Background: an optimization exercise with open tools, aiming at small area, a short achievable clock period and few clock cycles per item. Do not read the settings as production practice.
Function was checked by simulation only, so behaviour that the tests miss may differ from the original.
No activity file was given, so power comes from the tool's default toggle rates.

==> flow/design.v <==
module dxt_dist (
    input  wire [7:0] x0,
    input  wire [7:0] x1,
    output wire       neg,
    output wire [7:0] dd
);
    wire [8:0] d10 = {1'b0, x1} - {1'b0, x0};
    wire [7:0] d01 = x0 - x1;
    assign neg = d10[8];
    assign dd  = neg ? d01 : d10[7:0];
endmodule
module dxt_color_lerp (
    input  wire       four,
    input  wire [7:0] x0,
    input  wire [7:0] x1,
    output wire [7:0] p2,
    output wire [7:0] p3
);
    localparam [4095:0] T_sdiv3 = 4096'h00fffffffefefefdfdfdfcfcfcfbfbfbfafafaf9f9f9f8f8f8f7f7f7f6f6f6f5f5f5f4f4f4f3f3f3f2f2f2f1f1f1f0f0f0efefefeeeeeeedededecececebebebeaeaeae9e9e9e8e8e8e7e7e7e6e6e6e5e5e5e4e4e4e3e3e3e2e2e2e1e1e1e0e0e0dfdfdfdedededddddddcdcdcdbdbdbdadadad9d9d9d8d8d8d7d7d7d6d6d6d5d5d5d4d4d4d3d3d3d2d2d2d1d1d1d0d0d0cfcfcfcecececdcdcdcccccccbcbcbcacacac9c9c9c8c8c8c7c7c7c6c6c6c5c5c5c4c4c4c3c3c3c2c2c2c1c1c1c0c0c0bfbfbfbebebebdbdbdbcbcbcbbbbbbbababab9b9b9b8b8b8b7b7b7b6b6b6b5b5b5b4b4b4b3b3b3b2b2b2b1b1b1b0b0b0afafafaeaeaeadadadacacacababab55555454545353535252525151515050504f4f4f4e4e4e4d4d4d4c4c4c4b4b4b4a4a4a4949494848484747474646464545454444444343434242424141414040403f3f3f3e3e3e3d3d3d3c3c3c3b3b3b3a3a3a3939393838383737373636363535353434343333333232323131313030302f2f2f2e2e2e2d2d2d2c2c2c2b2b2b2a2a2a2929292828282727272626262525252424242323232222222121212020201f1f1f1e1e1e1d1d1d1c1c1c1b1b1b1a1a1a1919191818181717171616161515151414141313131212121111111010100f0f0f0e0e0e0d0d0d0c0c0c0b0b0b0a0a0a0909090808080707070606060505050404040303030202020101010000;
    function automatic [7:0] sdiv3;
        input [8:0] i;
        sdiv3 = T_sdiv3[8*i +: 8];
    endfunction
    wire [8:0] d  = {1'b0, x1} - {1'b0, x0};
    wire [8:0] d1 = d + 9'd1;
    wire [7:0] s  = four ? sdiv3(d) : d1[8:1];
    assign p2 = x0 + s;
    assign p3 = (x1 - s) & {8{four}};
endmodule
module dxt_alpha_pal (
    input  wire        eight,
    input  wire [7:0]  a0,
    input  wire [7:0]  a1,
    input  wire [7:0]  add,
    output wire [47:0] ap
);
    localparam [191:0] T_t71 = 192'h249000007fffff6db6d6db6d9249236db6d2492449249000;
    function automatic [2:0] t71;
        input [5:0] i;
        t71 = T_t71[3*i +: 3];
    endfunction
    localparam [255:0] T_t72 = 256'h221111000ffffeeeddddcccbbbbaaa9999888777766655554443333222111100;
    function automatic [3:0] t72;
        input [5:0] i;
        t72 = T_t72[4*i +: 4];
    endfunction
    localparam [319:0] T_t73 = 320'hdef5ace718c5ef6b56b5a527394a518c20f7bdce6b58c62d6a52529420e7318c52908318c4208400;
    function automatic [4:0] t73;
        input [5:0] i;
        t73 = T_t73[5*i +: 5];
    endfunction
    localparam [95:0] T_u51 = 96'hdb6b6db2491b6da492249200;
    function automatic [2:0] u51;
        input [4:0] i;
        u51 = T_u51[3*i +: 3];
    endfunction
    localparam [127:0] T_u52 = 128'hcccbbaaa998887766655444332221100;
    function automatic [3:0] u52;
        input [4:0] i;
        u52 = T_u52[4*i +: 4];
    endfunction
    wire [4:0] h  = add[7:3];
    wire [5:0] s7 = {1'b0, h} + {3'd0, add[2:0]};
    wire [6:0] h3 = {2'd0, h} + {1'b0, h, 1'b0};
    wire [3:0] H  = add[7:4];
    wire [4:0] s5 = {1'b0, H} + {1'b0, add[3:0]};
    wire [5:0] H3 = {2'd0, H} + {1'b0, H, 1'b0};
    wire [2:0] T1 = t71(s7);
    wire [3:0] T2 = t72(s7);
    wire [4:0] T3 = t73(s7);
    wire [2:0] U1 = u51(s5);
    wire [3:0] U2 = u52(s5);
    wire [7:0] ci  = {7'd0, eight};
    wire [7:0] nci = {7'd0, !eight};
    wire [7:0] x2  = eight ? ~{3'd0, h} : {2'd0, H3};
    wire [7:0] y2  = eight ? ~{5'd0, T1} : {5'd0, U1};
    wire [7:0] b2  = a0 + x2 + ci;
    wire [7:0] ap2 = b2 + y2 + ci;
    wire [7:0] x3  = eight ? ~{2'd0, h, 1'b0} : {1'b0, H3, 1'b0};
    wire [7:0] y3  = eight ? ~{4'd0, T2} : {4'd0, U2};
    wire [7:0] b3  = a0 + x3 + ci;
    wire [7:0] ap3 = b3 + y3 + ci;
    wire [7:0] x4  = eight ? ~{1'b0, h3} : ~{1'b0, H3, 1'b0};
    wire [7:0] y4  = eight ? ~{3'd0, T3} : ~{4'd0, U2};
    wire [7:0] b4  = (eight ? a0 : a1) + x4 + 8'd1;
    wire [7:0] ap4 = b4 + y4 + 8'd1;
    wire [7:0] x5  = eight ? {1'b0, h3} : ~{2'd0, H3};
    wire [7:0] y5  = eight ? {3'd0, T3} : ~{5'd0, U1};
    wire [7:0] b5  = a1 + x5 + nci;
    wire [7:0] ap5 = b5 + y5 + nci;
    wire [7:0] b6  = a1 + {2'd0, h, 1'b0};
    wire [7:0] ap6 = (b6 + {4'd0, T2}) & {8{eight}};
    wire [7:0] b7  = a1 + {3'd0, h};
    wire [7:0] ap7 = (b7 + {5'd0, T1}) | {8{!eight}};
    assign ap = {ap7, ap6, ap5, ap4, ap3, ap2};
endmodule
module dxt_block_decoder (
    input  wire         clk,
    input  wire         rst,         
    input  wire         in_valid,
    output wire         in_ready,
    input  wire         in_fmt,      
    input  wire [127:0] in_data,
    output reg          out_valid,
    input  wire         out_ready,
    output wire [511:0] out_px
);
    reg  v1;
    wire adv = !out_valid || out_ready;
    assign in_ready = adv;
    always @(posedge clk) begin
        if (rst) begin
            v1        <= 1'b0;
            out_valid <= 1'b0;
        end else if (adv) begin
            v1        <= in_valid;
            out_valid <= v1;
        end
    end
    wire [7:0]  ia0   = in_data[7:0];
    wire [7:0]  ia1   = in_data[15:8];
    wire        four1 = in_data[15:0] > in_data[31:16];
    wire        aneg;
    wire [7:0]  iadd;
    dxt_dist u_ad (.x0(ia0), .x1(ia1), .neg(aneg), .dd(iadd));
    wire [47:0] asx;
    genvar k;
    generate
        for (k = 0; k < 16; k = k + 1) begin : g_as
            wire t = !four1 && in_data[32+2*k +: 2] == 2'd3;
            assign asx[3*k +: 3] = in_fmt ? in_data[16+3*k +: 3] : {2'b11, !t};
        end
    endgenerate
    reg         four_q, eight_q;
    reg [15:0]  c0_q, c1_q;
    reg [31:0]  cs_q;
    reg [7:0]   a0_q, a1_q, ad_q;
    reg [47:0]  as_q;
    always @(posedge clk) begin
        if (adv) begin
            four_q  <= in_fmt | four1;
            eight_q <= in_fmt & aneg;
            c0_q    <= in_fmt ? in_data[79:64]  : in_data[15:0];
            c1_q    <= in_fmt ? in_data[95:80]  : in_data[31:16];
            cs_q    <= in_fmt ? in_data[127:96] : in_data[63:32];
            a0_q    <= ia0;
            a1_q    <= ia1;
            ad_q    <= iadd;
            as_q    <= asx;
        end
    end
    wire [23:0] x0 = {c0_q[4:0], c0_q[4:2], c0_q[10:5], c0_q[10:9], c0_q[15:11], c0_q[15:13]};
    wire [23:0] x1 = {c1_q[4:0], c1_q[4:2], c1_q[10:5], c1_q[10:9], c1_q[15:11], c1_q[15:13]};
    wire [23:0] p2, p3;
    wire [47:0] ap;
    generate
        for (k = 0; k < 3; k = k + 1) begin : g_ch
            dxt_color_lerp u_cl (.four(four_q), .x0(x0[8*k +: 8]), .x1(x1[8*k +: 8]),
                                 .p2(p2[8*k +: 8]), .p3(p3[8*k +: 8]));
        end
    endgenerate
    dxt_alpha_pal u_ap (.eight(eight_q), .a0(a0_q), .a1(a1_q), .add(ad_q), .ap(ap));
    reg [15:0] pc0_q, pc1_q;
    reg [23:0] pc2_q, pc3_q;
    reg [63:0] pa_q;
    reg [31:0] ps_q;
    reg [47:0] pt_q;
    always @(posedge clk) begin
        if (adv) begin
            pc0_q <= c0_q;
            pc1_q <= c1_q;
            pc2_q <= p2;
            pc3_q <= p3;
            pa_q  <= {ap, a1_q, a0_q};
            ps_q  <= cs_q;
            pt_q  <= as_q;
        end
    end
    wire [23:0] e0 = {pc0_q[4:0], pc0_q[4:2], pc0_q[10:5], pc0_q[10:9], pc0_q[15:11], pc0_q[15:13]};
    wire [23:0] e1 = {pc1_q[4:0], pc1_q[4:2], pc1_q[10:5], pc1_q[10:9], pc1_q[15:11], pc1_q[15:13]};
    generate
        for (k = 0; k < 16; k = k + 1) begin : g_px
            wire [1:0] ci = ps_q[2*k +: 2];
            wire [2:0] ai = pt_q[3*k +: 3];
            reg  [23:0] col;
            always @(*) begin
                case (ci)
                    2'd0: col = e0;
                    2'd1: col = e1;
                    2'd2: col = pc2_q;
                    default: col = pc3_q;
                endcase
            end
            wire [7:0] alp = pa_q[8*ai +: 8];
            assign out_px[32*k +: 32] = {alp, col};
        end
    endgenerate
endmodule
Settings: LEC_CHECK=0, ABC_AREA=1, CAP_MARGIN=20, CORE_MARGIN=2, CORE_UTILIZATION=45, SLEW_MARGIN=20; clock period 12.0 ns.
standard.sh (not shown) runs the stock make flow with config.mk's settings and CLKGATE_MAP_FILE= SYNTH_SCRIPT=/design/flow/synth_recipe.tcl, a recipe that flattens the netlist after the stock synthesis.
==> flow/flow/run.sh <==
#!/bin/bash
# The standard layout (the standard.sh, unchanged synthesis), with two
# changes to how it is made:
#  - buffer_ports puts plain buffers (buf_2) on the ports instead of the
#    default delay-buffer cell;
set -euo pipefail
export BUFFER_PORTS_ARGS="-buffer_cell sky130_fd_sc_hd__buf_2"
export SETUP_SLACK_MARGIN=6.5
bash standard.sh > standard_flow.log 2>&1
Testbench counts at the start, summed over its fixed seeds: cycles 3,216, items 3,200.
Change:
==> flow/run.sh (new file) <==
#!/bin/bash
# synth_recipe.tcl (not shown) runs the flow's synth.tcl, then flattens the netlist and writes it again
# the make line also repeats each setting of config.mk as NAME=value (left out here)
make -C /OpenROAD-flow-scripts/flow DESIGN_CONFIG=/design/flow/config.mk WORK_HOME=/design/flow/orfs CLKGATE_MAP_FILE= SYNTH_SCRIPT=/design/flow/synth_recipe.tcl finish
- SETUP_SLACK_MARGIN: unset -> 5
removed: flow/flow/run.sh
removed: flow/standard.sh
Result: First-iteration DRC count went up by 12%; synthesized area does not change; hold slack is worse by 0.014 ns; non-clock buffer count came out lower by 4; wire length rises by 1.8%.
Change:
==> flow/flow/run.sh (new file) <==
#!/bin/bash
# The standard layout (the standard.sh, unchanged synthesis), with two
# changes to how it is made:
#  - buffer_ports puts plain buffers (buf_1) on the ports instead of the
#    default delay-buffer cell;
set -euo pipefail
export BUFFER_PORTS_ARGS="-buffer_cell sky130_fd_sc_hd__buf_1"
export SETUP_SLACK_MARGIN=6.75
bash standard.sh > standard_flow.log 2>&1
==> flow/standard.sh (new file) <==
#!/bin/bash
# synth_recipe.tcl (not shown) runs the flow's synth.tcl, then flattens the netlist and writes it again
# the make line also repeats each setting of config.mk as NAME=value (left out here)
make -C /OpenROAD-flow-scripts/flow DESIGN_CONFIG=/design/flow/config.mk WORK_HOME=/design/flow/orfs CLKGATE_MAP_FILE= SYNTH_SCRIPT=/design/flow/synth_recipe.tcl "${@:-finish}"
- SETUP_SLACK_MARGIN: 5 -> unset
removed: flow/run.sh
Cell count climbs by 0.31%.
Hold slack gets better by 0.0073 ns.
Cell area drops by 7.8%.

* * *

raven:
dxt_block_decoder, a different RTL version from the one above (not shown whole).
Size: roughly 5800 cells after synthesis, ~360 flip-flops, about 650 I/O pins, ~39000 um^2 of cells after synthesis.
export LEC_CHECK = 0
export ABC_AREA = 1
export CAP_MARGIN = 20
export CORE_MARGIN = 2
export CORE_UTILIZATION = 45
export CTS_CLUSTER_DIAMETER = 120
export CTS_CLUSTER_SIZE = 30
export SLEW_MARGIN = 20
create_clock -name core_clock -period 12.0 [get_ports {clk}]
==> flow/flow/run.sh <==
#!/bin/bash
# The standard layout (the standard.sh, unchanged synthesis), with two
# changes to how it is made:
#  - buffer_ports puts plain buffers (buf_1) on the ports instead of the
#    default delay-buffer cell;
set -euo pipefail
export BUFFER_PORTS_ARGS="-buffer_cell sky130_fd_sc_hd__buf_1"
export SETUP_SLACK_MARGIN=7.0
bash standard.sh > standard_flow.log 2>&1
Testbench counts of raven, summed over its fixed seeds: cycles 3,216, items 3,200.
For quartz, these inputs were changed with respect to raven:
- a change of CTS_CLUSTER_DIAMETER from 120 to 160
- a change of CTS_CLUSTER_SIZE from 30 to 24
diff --git a/flow/flow/run.sh b/flow/flow/run.sh
--- a/flow/flow/run.sh
+++ b/flow/flow/run.sh
@@ -8 +8 @@
-export SETUP_SLACK_MARGIN=7.0
+export SETUP_SLACK_MARGIN=6.95
==> comparison <==
- quartz reports a higher worst hold slack than raven does.
- Looking at CTS buffer count, quartz sits 2 higher than raven does.
- Comparing raven against quartz, there is no change at all in max-slew violation count.
- In the metrics for raven and quartz, the one carrying the lower highest fanout seen on the critical path is raven.
- Power spent charging and discharging nets of quartz falls short of that of raven slightly.
The following lists how pepper was set up differently from quartz:
- CORE_UTILIZATION: 45 -> 52
- CTS_CLUSTER_SIZE: 24 -> unset
- CTS_CLUSTER_DIAMETER: 160 -> unset
diff --git a/flow/flow/run.sh b/flow/flow/run.sh
--- a/flow/flow/run.sh
+++ b/flow/flow/run.sh
@@ -8 +8 @@
-export SETUP_SLACK_MARGIN=6.95
+export SETUP_SLACK_MARGIN=7.0
Notes after the runs:
No stage failed in pepper, and the final checks on the layout all came back clean. Clock buffer count: quartz and pepper compared, higher one is pepper. Compared with quartz, in pepper clock tree buffer depth closely matched the old numbers, part of the power in registers moved down, hold slack decreased by 0.011 ns relative to the old numbers, post-route core utilization rose by 8.8 points. In the tables for quartz and pepper, met3 usage in global routing reads higher with pepper. Looking only at fraction of standard cell area in multi-input logic, and setting everything else aside, the higher value of quartz and pepper goes to quartz. Row clock transition time at the flip-flop clock pins of the worst setup and hold paths: pepper lower / quartz higher. Per the comparison of pepper with quartz, sequential share of layout area went down, global-route wire length before repair decreased by 0.38% relative to the old numbers, horizontal die dimension now smaller.
For sierra, these inputs were changed with respect to pepper:
- putting CTS_CLUSTER_SIZE at 24 where nothing was set
- swapping 52 for 40 in CORE_UTILIZATION
- putting CTS_CLUSTER_DIAMETER at 160 where nothing was set
==> comparison <==
- Taking pepper as the reference, in sierra highest achievable clock rate up about 1.7%; clock share of power lost 4.1 points; clock tree skew after final layout saw an increase; fraction of power consumed by combinational cells picked up an extra 3.2 points.
- Looking at pepper and sierra, the buffer count excluding the clock tree in the final layout is a wash.
- Compared with pepper, sierra shows sum of routed wire segments on met1 that has gone up by more than 10%.
- Looking at largest vdd supply drop, sierra sits 0.041 mV below pepper.
- The via count reported for sierra is lower than the one for pepper.
Input-level comparison between maple and sierra:
- CORE_UTILIZATION changed from 40 to 45
==> run notes <==
maple reached the end of the flow, and the finished layout is clean on the timing, design-rule and antenna checks.
Sort sierra and maple by number of iterations in the first detailed-routing pass desc -> top: maple
Compared with sierra, maple shows width of the die that has gone down by a few percent.
Going from sierra to maple, final wirelength has decreased, met1 routing resource usage after global routing has increased.
Diff sierra..maple | period utilization | negligible
In maple the met1 wire length turned out 2300 um lower than in sierra.
When maple is measured against sierra, its initial antenna violation count turns out 4 higher.
First-pass GRT wire length in maple is 0.91% lower than in sierra

[port drivers added, routing unchanged]
The flow's constraints put no driver on any port. The routed layouts listed below were extracted and timed again, unchanged, in two steps.
Step 1 assumes that a clkbuf_16 drives the clock port and a buf_2 every other input.
Step 2 moves the port delays by t, midway between the first and last clock arrival at a register: inputs arrive t later, outputs are due t later. That takes back most of the time a late clock gives input paths.
Three values: no drivers, after step 1, after step 2; two values: the first two.
| run | t (ns) | setup slack, ns | hold WS [ns] |
|---|---|---|---|
| the first run of note 1 | 0.619 | 6.451 / 6.389 / 6.520 | 0.419 / 0.419 / 0.419 |
| the second run of note 1 | 0.611 | 5.698 / 5.678 / 5.678 | 0.406 / 0.406 / 0.406 |
| the third run of note 1 | 0.625 | 6.720 / 6.660 / 6.416 | 0.413 / 0.413 / 0.413 |
| raven | 0.612 | 6.953 / 6.886 / 6.941 | 0.408 / 0.408 / 0.408 |
| quartz | 0.617 | 6.874 / 6.808 / 6.954 | 0.426 / 0.426 / 0.426 |
| pepper | 0.626 | 6.843 / 6.772 / 6.967 | 0.415 / 0.415 / 0.415 |
| sierra | 0.624 | 6.931 / 6.862 / 6.845 | 0.426 / 0.426 / 0.426 |
| maple | 0.619 | 6.916 / 6.847 / 6.945 | 0.426 / 0.426 / 0.426 |
After both steps setup and hold are still met in every run listed. For the third run of note 1, which loses most, drivers alone change the setup slack by -0.060 ns; drivers and shift together by -0.304 ns.
